What follows belongs to an exercise in optimizing a design on an open flow for small area, a short achievable clock period and few clock cycles; a production flow would make more cautious choices. RTL that was checked went through simulation tests only; none was proved equivalent to the original. Power and IR drop assume default switching activity.

Setup of north:
==> flow/design.v (excerpt) <==
module rpt_fmt (
    input  wire        clk,
    input  wire        rst,         
    input  wire        req_valid,
    output wire        req_ready,
    input  wire        req_kind,    
    input  wire [7:0]  req_t,
    input  wire [7:0]  req_h,
    input  wire [15:0] req_f,
    output wire        tx_valid,
    input  wire        tx_ready,
    output wire [7:0]  tx_data
);
    localparam [5:0] Q_HEAD = 6'd0,     
                     Q_T1   = 6'd1,     
                     Q_T2   = 6'd2,     
                     Q_T0   = 6'd4,     
                     Q_H0   = 6'd5,     
                     Q_H1   = 6'd6,     
                     Q_H2   = 6'd7,     
                     Q_HD2  = 6'd8,     
                     Q_HD0  = 6'd10,    
                     Q_F1   = 6'd11,    
                     Q_F2   = 6'd12,    
                     Q_F3   = 6'd13,    
                     Q_F4   = 6'd14,    
                     Q_FD4  = 6'd15,    
                     Q_FD0  = 6'd19,    
                     Q_K0   = 6'd20,    
                     Q_K9   = 6'd29,
                     Q_KD2  = 6'd30,    
                     Q_KD0  = 6'd32,    
                     Q_CR   = 6'd33,
                     Q_LF   = 6'd34;
    reg        txv;
    reg [7:0]  txd;
    reg        rfree;       
    reg        rrdy;        
    reg        kind;
    reg [19:0] r;           
    reg [4:0]  rstep;       
    reg [9:0]  s;           
    reg [5:0]  st;
    assign req_ready = rrdy;
    assign tx_valid  = txv;
    assign tx_data   = txd;
    function [3:0] add3;
        input [3:0] x;
        add3 = {x[3] | (x[2] & (x[1] | x[0])),
                (x[3] & x[0]) | (x[2] & ~x[1] & ~x[0]),
                (x[1] & (~x[2] | x[0])) | (x[3] & ~x[0]),
                (~x[3] & ~x[2] & x[0]) | (x[2] & x[1] & ~x[0]) | (x[3] & ~x[0])};
    endfunction
    wire rdone = kind ? rstep[4] : rstep[3];
    wire ge2  = |rstep[4:1];
    wire ge4  = |rstep[4:2];
    wire ge6  = rstep[4] | rstep[3] | (rstep[2] & rstep[1]);
  ...
Settings: LEC_CHECK=0, CAP_MARGIN=20, CORE_MARGIN=2, CORE_UTILIZATION=50, CTS_BUF_LIST=sky130_fd_sc_hd__clkbuf_8, CTS_CLUSTER_SIZE=10, PLACE_DENSITY=0.65, SLEW_MARGIN=20; clock period 40.0 ns.
standard.sh (not shown) runs the stock make flow with config.mk's settings and CLKGATE_MAP_FILE= SYNTH_SCRIPT=/design/flow/synth_recipe.tcl, a recipe that flattens the netlist after the stock synthesis.
==> flow/flow/run.sh <==
#!/bin/bash
# The standard layout, with the smallest buffer on the ports instead of the
# delay cell buffer_ports picks by default.
set -uo pipefail
export BUFFER_PORTS_ARGS="-buffer_cell sky130_fd_sc_hd__buf_1"
bash standard.sh > standard.log 2>&1
north was carried through to the last stage, and its layout satisfied the timing, DRC and antenna checks.
Testbench counts of north, summed over its fixed seeds: cycles 36,790.
Relative to north, the following input files were edited for south:
Settings: CTS_CLUSTER_SIZE removed (was 10); CTS_BUF_LIST removed (was sky130_fd_sc_hd__clkbuf_8); PLACE_DENSITY changed from 0.65 to 0.5; CORE_UTILIZATION changed from 50 to 30.
Notes after the runs:
For the worst hold slack, south came in 0.012 ns lower than north did. Any difference in final period utilization between north and south is small enough to ignore. Delta (south minus north): routing usage on met2 lower, non-clock buffer count has increased, part of the total power dissipated in combinational logic fell by 2.5 points. Going from north to south, wire length grows by about 8%. Measured against north, the power of south comes out at 1.05 times the reference value.

* * *

== run 1 ==
Starting RTL as in the previous note.
Settings: LEC_CHECK=0, CAP_MARGIN=20, CORE_MARGIN=2, CORE_UTILIZATION=30, PLACE_DENSITY=0.5, SLEW_MARGIN=20; clock period 40.0 ns.
==> flow/flow/run.sh <==
#!/bin/bash
# The standard layout, with the smallest buffer on the ports instead of the
# delay cell buffer_ports picks by default, and timing repair asked to aim
# for a slack margin so that it works on the port paths too.
set -uo pipefail
export BUFFER_PORTS_ARGS="-buffer_cell sky130_fd_sc_hd__buf_1"
export SETUP_SLACK_MARGIN=31.5
bash standard.sh > standard.log 2>&1
Run 1 completed every stage of the flow, and the final layout passed the timing, DRC and antenna checks.
Testbench counts of run 1, summed over its fixed seeds: cycles 36,790.
Setup changes, run 1 to run 2
- putting CTS_CLUSTER_SIZE at 60 where nothing was set
- putting CTS_CLUSTER_DIAMETER at 500 where nothing was set
- swapping 0.5 for 0.65 in PLACE_DENSITY
- putting CTS_BUF_LIST at sky130_fd_sc_hd__clkbuf_16 where nothing was set
- swapping 30 for 50 in CORE_UTILIZATION
diff --git a/flow/flow/run.sh b/flow/flow/run.sh
--- a/flow/flow/run.sh
+++ b/flow/flow/run.sh
@@ -5,4 +5,4 @@
 set -uo pipefail
 export BUFFER_PORTS_ARGS="-buffer_cell sky130_fd_sc_hd__buf_1"
-export SETUP_SLACK_MARGIN=31.5
+export SETUP_SLACK_MARGIN=31.1
 bash standard.sh > standard.log 2>&1
==> comparison <==
A end point of the critical path of tx_data[0] is what run 1 shows, while tx_valid belongs to run 2.
Diff run 1 -> run 2: simple-gate portion of the synthesized area stayed essentially flat, final core utilization up 20 points, wire length the detailed router placed on met1 moved down, area of the die has decreased, synthesis-to-layout area growth lower.
Clock group share of total power: run 2 higher than run 1
Relative to run 1, the hold slack of run 2 is higher by 18 ps.
Compared to run 1, run 2 shows a narrower setup margin.
Cmp run 2 vs run 1: area of all placed cells without fillers lower in run 2
> inputs changed (run 2 -> run 3)
- changing PLACE_DENSITY from 0.65 to 0.5
- changing CORE_UTILIZATION from 50 to 30
- removing CTS_CLUSTER_SIZE (formerly 60)
- removing CTS_CLUSTER_DIAMETER (formerly 500)
- changing CTS_BUF_LIST from sky130_fd_sc_hd__clkbuf_16 to sky130_fd_sc_hd__clkbuf_8
==> flow/flow/run.sh <==
#!/bin/bash
# The standard layout, with the smallest buffer on the ports instead of the
# delay cell buffer_ports picks by default.
set -uo pipefail
export BUFFER_PORTS_ARGS="-buffer_cell sky130_fd_sc_hd__buf_1"
bash standard.sh > standard.log 2>&1
### Flow results
Clock network power share (lower): run 3
Of run 2 and run 3, run 3 shows the higher largest incremental delay on the critical path, with run 2 below it.
Taking run 2 as the reference, in run 3 power saw a decrease; routed wire length has increased.
Against run 2, peak clock frequency supported by timing in run 3 fell by a few percent.
Run 3 completed every stage of the flow, and the final layout passed the timing, DRC and antenna checks.
Run 3 ends up with higher last weighted congestion value of the routability-driven placer than run 2 does.

* * *

rpt_fmt, a different RTL version from the one above (not shown whole).
Size: roughly 490 cells after synthesis, ~51 flip-flops, ~4200 um2 of cells after synthesis.
export LEC_CHECK = 0
export CAP_MARGIN = 20
export CORE_MARGIN = 2
export CORE_UTILIZATION = 65
export PLACE_DENSITY = 0.8
export SLEW_MARGIN = 20
create_clock -name core_clock -period 40.0 [get_ports {clk}]
==> flow/flow/run.sh <==
#!/bin/bash
# The standard layout, with the smallest buffer on the ports instead of the
# delay cell buffer_ports picks by default, timing repair asked to aim for a
# slack margin so that it works on the port paths too, and no dummy loads in
# the clock tree.
set -uo pipefail
export BUFFER_PORTS_ARGS="-buffer_cell sky130_fd_sc_hd__buf_1"
export SETUP_SLACK_MARGIN=31.1
export CTS_ARGS="-sink_clustering_enable -repair_clock_nets -sink_clustering_size 10 -buf_list sky130_fd_sc_hd__clkbuf_8 -dont_use_dummy_load"
bash standard.sh > standard.log 2>&1
Testbench counts at the start, summed over its fixed seeds: cycles 36,766.
Edit:
--- a/flow/config.mk
+++ b/flow/config.mk
@@ -9,4 +9,4 @@
 export CORE_MARGIN = 2
-export CORE_UTILIZATION = 65
-export PLACE_DENSITY = 0.8
+export CORE_UTILIZATION = 40
+export PLACE_DENSITY = 0.6
 export SLEW_MARGIN = 20
What happened: Synthesized cell count is unchanged; final cell count climbs by about 10%; worst setup slack is worse by 8.0 ps; sequential power stays flat.
Edit:
--- a/flow/config.mk
+++ b/flow/config.mk
@@ -9,4 +9,6 @@
 export CORE_MARGIN = 2
-export CORE_UTILIZATION = 40
-export PLACE_DENSITY = 0.6
+export CORE_UTILIZATION = 50
+export CTS_BUF_LIST = sky130_fd_sc_hd__clkbuf_8
+export CTS_CLUSTER_SIZE = 10
+export PLACE_DENSITY = 0.65
 export SLEW_MARGIN = 20
The changed run produced a clean layout.
Sequential share of layout area rises by 0.14 points.
Cell area is lower by 0.55%.
Synthesized area is unchanged.

* * *

the baseline:
The RTL this note starts from:
==> flow/design.v <==
module rpt_fmt (
    input  wire        clk,
    input  wire        rst,         
    input  wire        req_valid,
    output wire        req_ready,
    input  wire        req_kind,    
    input  wire [7:0]  req_t,
    input  wire [7:0]  req_h,
    input  wire [15:0] req_f,
    output wire        tx_valid,
    input  wire        tx_ready,
    output wire [7:0]  tx_data
);
    localparam [5:0] Q_HEAD = 6'd0,     
                     Q_T1   = 6'd1,     
                     Q_T2   = 6'd2,     
                     Q_T0   = 6'd4,     
                     Q_H0   = 6'd5,     
                     Q_H1   = 6'd6,     
                     Q_H2   = 6'd7,     
                     Q_HD2  = 6'd8,     
                     Q_HD0  = 6'd10,    
                     Q_F1   = 6'd11,    
                     Q_F2   = 6'd12,    
                     Q_F3   = 6'd13,    
                     Q_F4   = 6'd14,    
                     Q_FD4  = 6'd15,    
                     Q_FD0  = 6'd19,    
                     Q_K0   = 6'd20,    
                     Q_K9   = 6'd29,
                     Q_KD2  = 6'd30,    
                     Q_KD0  = 6'd32,    
                     Q_CR   = 6'd33,
                     Q_LF   = 6'd34;
    reg        txv;
    reg [7:0]  txd;
    reg        rfree;       
    reg        kind;
    reg [19:0] r;           
    reg [4:0]  rstep;       
    reg [9:0]  s;           
    reg [5:0]  st;
    assign req_ready = rfree;
    assign tx_valid  = txv;
    assign tx_data   = txd;
    function [3:0] add3;
        input [3:0] x;
        add3 = {x[3] | (x[2] & (x[1] | x[0])),
                (x[3] & x[0]) | (x[2] & ~x[1] & ~x[0]),
                (x[1] & (~x[2] | x[0])) | (x[3] & ~x[0]),
                (~x[3] & ~x[2] & x[0]) | (x[2] & x[1] & ~x[0]) | (x[3] & ~x[0])};
    endfunction
    wire rdone = kind ? rstep[4] : rstep[3];
    wire ge2  = |rstep[4:1];
    wire ge4  = |rstep[4:2];
    wire ge6  = rstep[4] | rstep[3] | (rstep[2] & rstep[1]);
    wire ge8  = |rstep[4:3];
    wire ge12 = rstep[4] | (rstep[3] & rstep[2]);
    wire en0  = kind ? 1'b1 : ge2;
    wire en1  = kind ? ge4  : ge6;
    wire en2  = kind ? ge8  : ge2;
    wire en3  = kind ? ge12 : ge6;
    reg [19:0] ra, rn;
    always @(*) begin
        ra = r;
        if (en0) ra[3:0]   = add3(r[3:0]);
        if (en1) ra[7:4]   = add3(r[7:4]);
        if (en2) ra[11:8]  = add3(r[11:8]);
        if (en3) ra[15:12] = add3(r[15:12]);
        rn = {ra[18:0], ra[19]};
        if (!kind) begin
            rn[0]  = ra[17];
            rn[8]  = ra[19];
            rn[16] = ra[7];
            rn[18] = ra[15];
        end
    end
    wire [2:0] kidx = st[2:0] - Q_K0[2:0];    
    reg  [9:0] sa, sn;
    always @(*) begin
        sa = s;
        if (kidx >= 3'd2) sa[3:0] = add3(s[3:0]);
        if (kidx >= 3'd6) sa[7:4] = add3(s[7:4]);
        sn = {sa[8:0], sa[9]};
    end
    wire [5:0] q_t = (|r[19:18]) ? Q_T2  : (|r[15:12]) ? Q_T2 + 6'd1  : Q_T0;
    wire [5:0] q_h = (|r[17:16]) ? Q_HD2 : (|r[7:4])   ? Q_HD2 + 6'd1 : Q_HD0;
    wire [5:0] q_f = (|r[18:16]) ? Q_FD4 : (|r[15:12]) ? Q_FD4 + 6'd1 :
                     (|r[11:8])  ? Q_FD4 + 6'd2 : (|r[7:4]) ? Q_FD4 + 6'd3 : Q_FD0;
    wire [5:0] q_s = (|s[9:8])   ? Q_KD2 : (|s[7:4])   ? Q_KD2 + 6'd1 : Q_KD0;
    reg [7:0] nb;
    reg [3:0] dg;
    reg       dig;
    reg       have;
    reg [5:0] nst;
    always @(*) begin
        have = 1'b1;
        nst  = st + 6'd1;
        nb   = 8'h00;
        dg   = 4'd0;
        dig  = 1'b0;
        case (st)
        Q_HEAD: begin
            have = ~rfree;
            nb   = kind ? "F" : "T";
            nst  = kind ? Q_F1 : Q_T1;
        end
        Q_T1:  begin nb = ":"; have = rdone; nst = q_t; end
        6'd2:  begin dig = 1'b1; dg = {2'b00, r[19:18]}; end
        6'd3:  begin dig = 1'b1; dg = r[15:12]; end
        6'd4:  begin dig = 1'b1; dg = r[11:8]; end
        Q_H0:  nb = " ";
        Q_H1:  nb = "H";
        Q_H2:  begin nb = ":"; nst = q_h; end
        6'd8:  begin dig = 1'b1; dg = {2'b00, r[17:16]}; end
        6'd9:  begin dig = 1'b1; dg = r[7:4]; end
        6'd10: begin dig = 1'b1; dg = r[3:0]; nst = Q_K0; end
        Q_F1:  nb = "R";
        Q_F2:  nb = "E";
        Q_F3:  nb = "Q";
        Q_F4:  begin nb = ":"; have = rdone; nst = q_f; end
        6'd15: begin dig = 1'b1; dg = {1'b0, r[18:16]}; end
        6'd16: begin dig = 1'b1; dg = r[15:12]; end
        6'd17: begin dig = 1'b1; dg = r[11:8]; end
        6'd18: begin dig = 1'b1; dg = r[7:4]; end
        6'd19: begin dig = 1'b1; dg = r[3:0]; end
        6'd20: nb = " ";
        6'd21: nb = "C";
        6'd22: nb = "H";
        6'd23: nb = "E";
        6'd24: nb = "C";
        6'd25: nb = "K";
        6'd26: nb = "S";
        6'd27: nb = "U";
        6'd28: nb = "M";
        Q_K9:  begin nb = ":"; nst = q_s; end
        6'd30: begin dig = 1'b1; dg = {2'b00, s[9:8]}; end
        6'd31: begin dig = 1'b1; dg = s[7:4]; end
        6'd32: begin dig = 1'b1; dg = s[3:0]; end
        Q_CR:  nb = 8'h0D;
        Q_LF:  begin nb = 8'h0A; nst = Q_HEAD; end
        default: begin have = 1'b0; nst = Q_HEAD; end
        endcase
        if (dig) nb = {4'h3, dg};
    end
    wire slot = ~txv | tx_ready;
    wire ld   = slot & have;
    wire body = (st != Q_HEAD) && (st < Q_K0);
    wire last_val = (st == Q_HD0) || (st == Q_FD0);
    always @(posedge clk) begin
        if (rst) begin
            txv   <= 1'b0;
            rfree <= 1'b1;
            st    <= Q_HEAD;
        end else begin
            if (slot) txv <= have;
            if (ld) begin
                txd <= nb;
                st  <= nst;
            end
            if (rfree)
                rfree <= ~req_valid;
            else if (ld && last_val)
                rfree <= 1'b1;
        end
    end
    always @(posedge clk) begin
        if (rfree) begin
            kind  <= req_kind;
            r     <= req_kind ? {req_f, 4'b0000}
                              : {req_t[7:6], req_h[7:6], req_t[5:0], 2'b00,
                                 req_h[5:0], 2'b00};
            rstep <= 5'd0;
        end else if (!rdone) begin
            r     <= rn;
            rstep <= rstep + 5'd1;
        end
    end
    always @(posedge clk) begin
        if (ld) begin
            if (st == Q_HEAD)
                s <= {nb, 2'b00};
            else if (body)
                s[9:2] <= s[9:2] + nb;
            else if (st >= Q_K0 && st < Q_K0 + 6'd8)
                s <= sn;
        end
    end
endmodule
make LEC_CHECK=0 CAP_MARGIN=20 CORE_MARGIN=2 CORE_UTILIZATION=30 PLACE_DENSITY=0.5 SLEW_MARGIN=20 finish   # period 40.0 ns
run.sh (not shown) runs the stock make flow with config.mk's settings and CLKGATE_MAP_FILE= SYNTH_SCRIPT=/design/flow/synth_recipe.tcl, a recipe that flattens the netlist after the stock synthesis.
Stock flow here: none of the scripts above is used.
## Diff of input files: the candidate against the baseline
==> flow/flow/run.sh (new file) <==
#!/bin/bash
# The standard layout, with the smallest buffer on the ports instead of the
# delay cell buffer_ports picks by default.
set -uo pipefail
export BUFFER_PORTS_ARGS="-buffer_cell sky130_fd_sc_hd__buf_1"
bash standard.sh > standard.log 2>&1
==> flow/standard.sh (new file) <==
#!/bin/bash
# synth_recipe.tcl (not shown) runs the flow's synth.tcl, then flattens the netlist and writes it again
# the make line also repeats each setting of config.mk as NAME=value (left out here)
make -C /OpenROAD-flow-scripts/flow DESIGN_CONFIG=/design/flow/config.mk WORK_HOME=/design/flow/orfs CLKGATE_MAP_FILE= SYNTH_SCRIPT=/design/flow/synth_recipe.tcl "${@:-finish}"
removed: flow/run.sh
--- outcome ---
The candidate completed every stage of the flow, and the final layout passed the timing, DRC and antenna checks. Delta (the candidate minus the baseline): ratio of cells with drive above 1 in the final layout has increased; distinct cell type count of the synthesized netlist held steady. Any difference in via count between the baseline and the candidate is small enough to ignore. Comparing final critical path time including I/O delays and setup for the baseline and the candidate, the smaller number came from the candidate. The baseline vs the candidate, cell with the largest stage delay on the worst path: sky130_fd_sc_hd__clkdlybuf4s50_1 vs sky130_fd_sc_hd__or2_2.
Function was not checked in any run of this note: the RTL went through the layout flow alone.

==> re-timing with driven ports <==
How much do the figures lean on ideal ports? The routed layouts below were timed once more, with nothing changed but the port constraints. Step 1 (the two cells are an assumption about what drives the block):
set clk [get_ports {clk}]
set_driving_cell -lib_cell sky130_fd_sc_hd__clkbuf_16 $clk
set_driving_cell -lib_cell sky130_fd_sc_hd__buf_2 [delete_from_list [all_inputs] $clk]
Step 2 times the ports against the registers' clock, not the clock port: input delays grow and output delays shrink by t, the midpoint of the rising clock arrivals with the driver on. Three values: ideal ports, drivers, drivers and shift; two values: the first two.
| run | t (ns) | setup WS [ns] | worst register clock-pin slew, ns | worst data-port slew with drivers (ns) |
|---|---|---|---|---|
| north | 0.340 | 30.603 / 30.611 / 30.271 | 0.10 / 0.10 | 0.03 |
| south | 0.351 | 30.633 / 30.652 / 30.300 | 0.09 / 0.09 | 0.04 |
| run 1 | 0.351 | 31.189 / 31.148 / 30.911 | 0.08 / 0.08 | 0.03 |
| run 2 | 0.327 | 31.174 / 31.136 / 30.889 | 0.08 / 0.08 | 0.03 |
| run 3 | 0.379 | 30.674 / 30.689 / 30.310 | 0.13 / 0.13 | 0.04 |
| the first run of note 3 | 0.332 | 31.151 / 31.121 / 30.943 | 0.10 / 0.10 | 0.03 |
| the second run of note 3 | 0.329 | 31.143 / 31.113 / 30.921 | 0.09 / 0.09 | 0.04 |
| the third run of note 3 | 0.334 | 31.158 / 31.124 / 30.868 | 0.09 / 0.09 | 0.03 |
| the baseline | 0.345 | 30.401 / 30.406 / 30.062 | 0.07 / 0.07 | 0.04 |
| the candidate | 0.337 | 30.885 / 30.899 / 30.562 | 0.07 / 0.07 | 0.03 |
After both steps setup and hold are still met in every run listed. The setup slack of run 3, which loses most, moves by +0.015 ns with the drivers and by -0.364 ns with both steps.
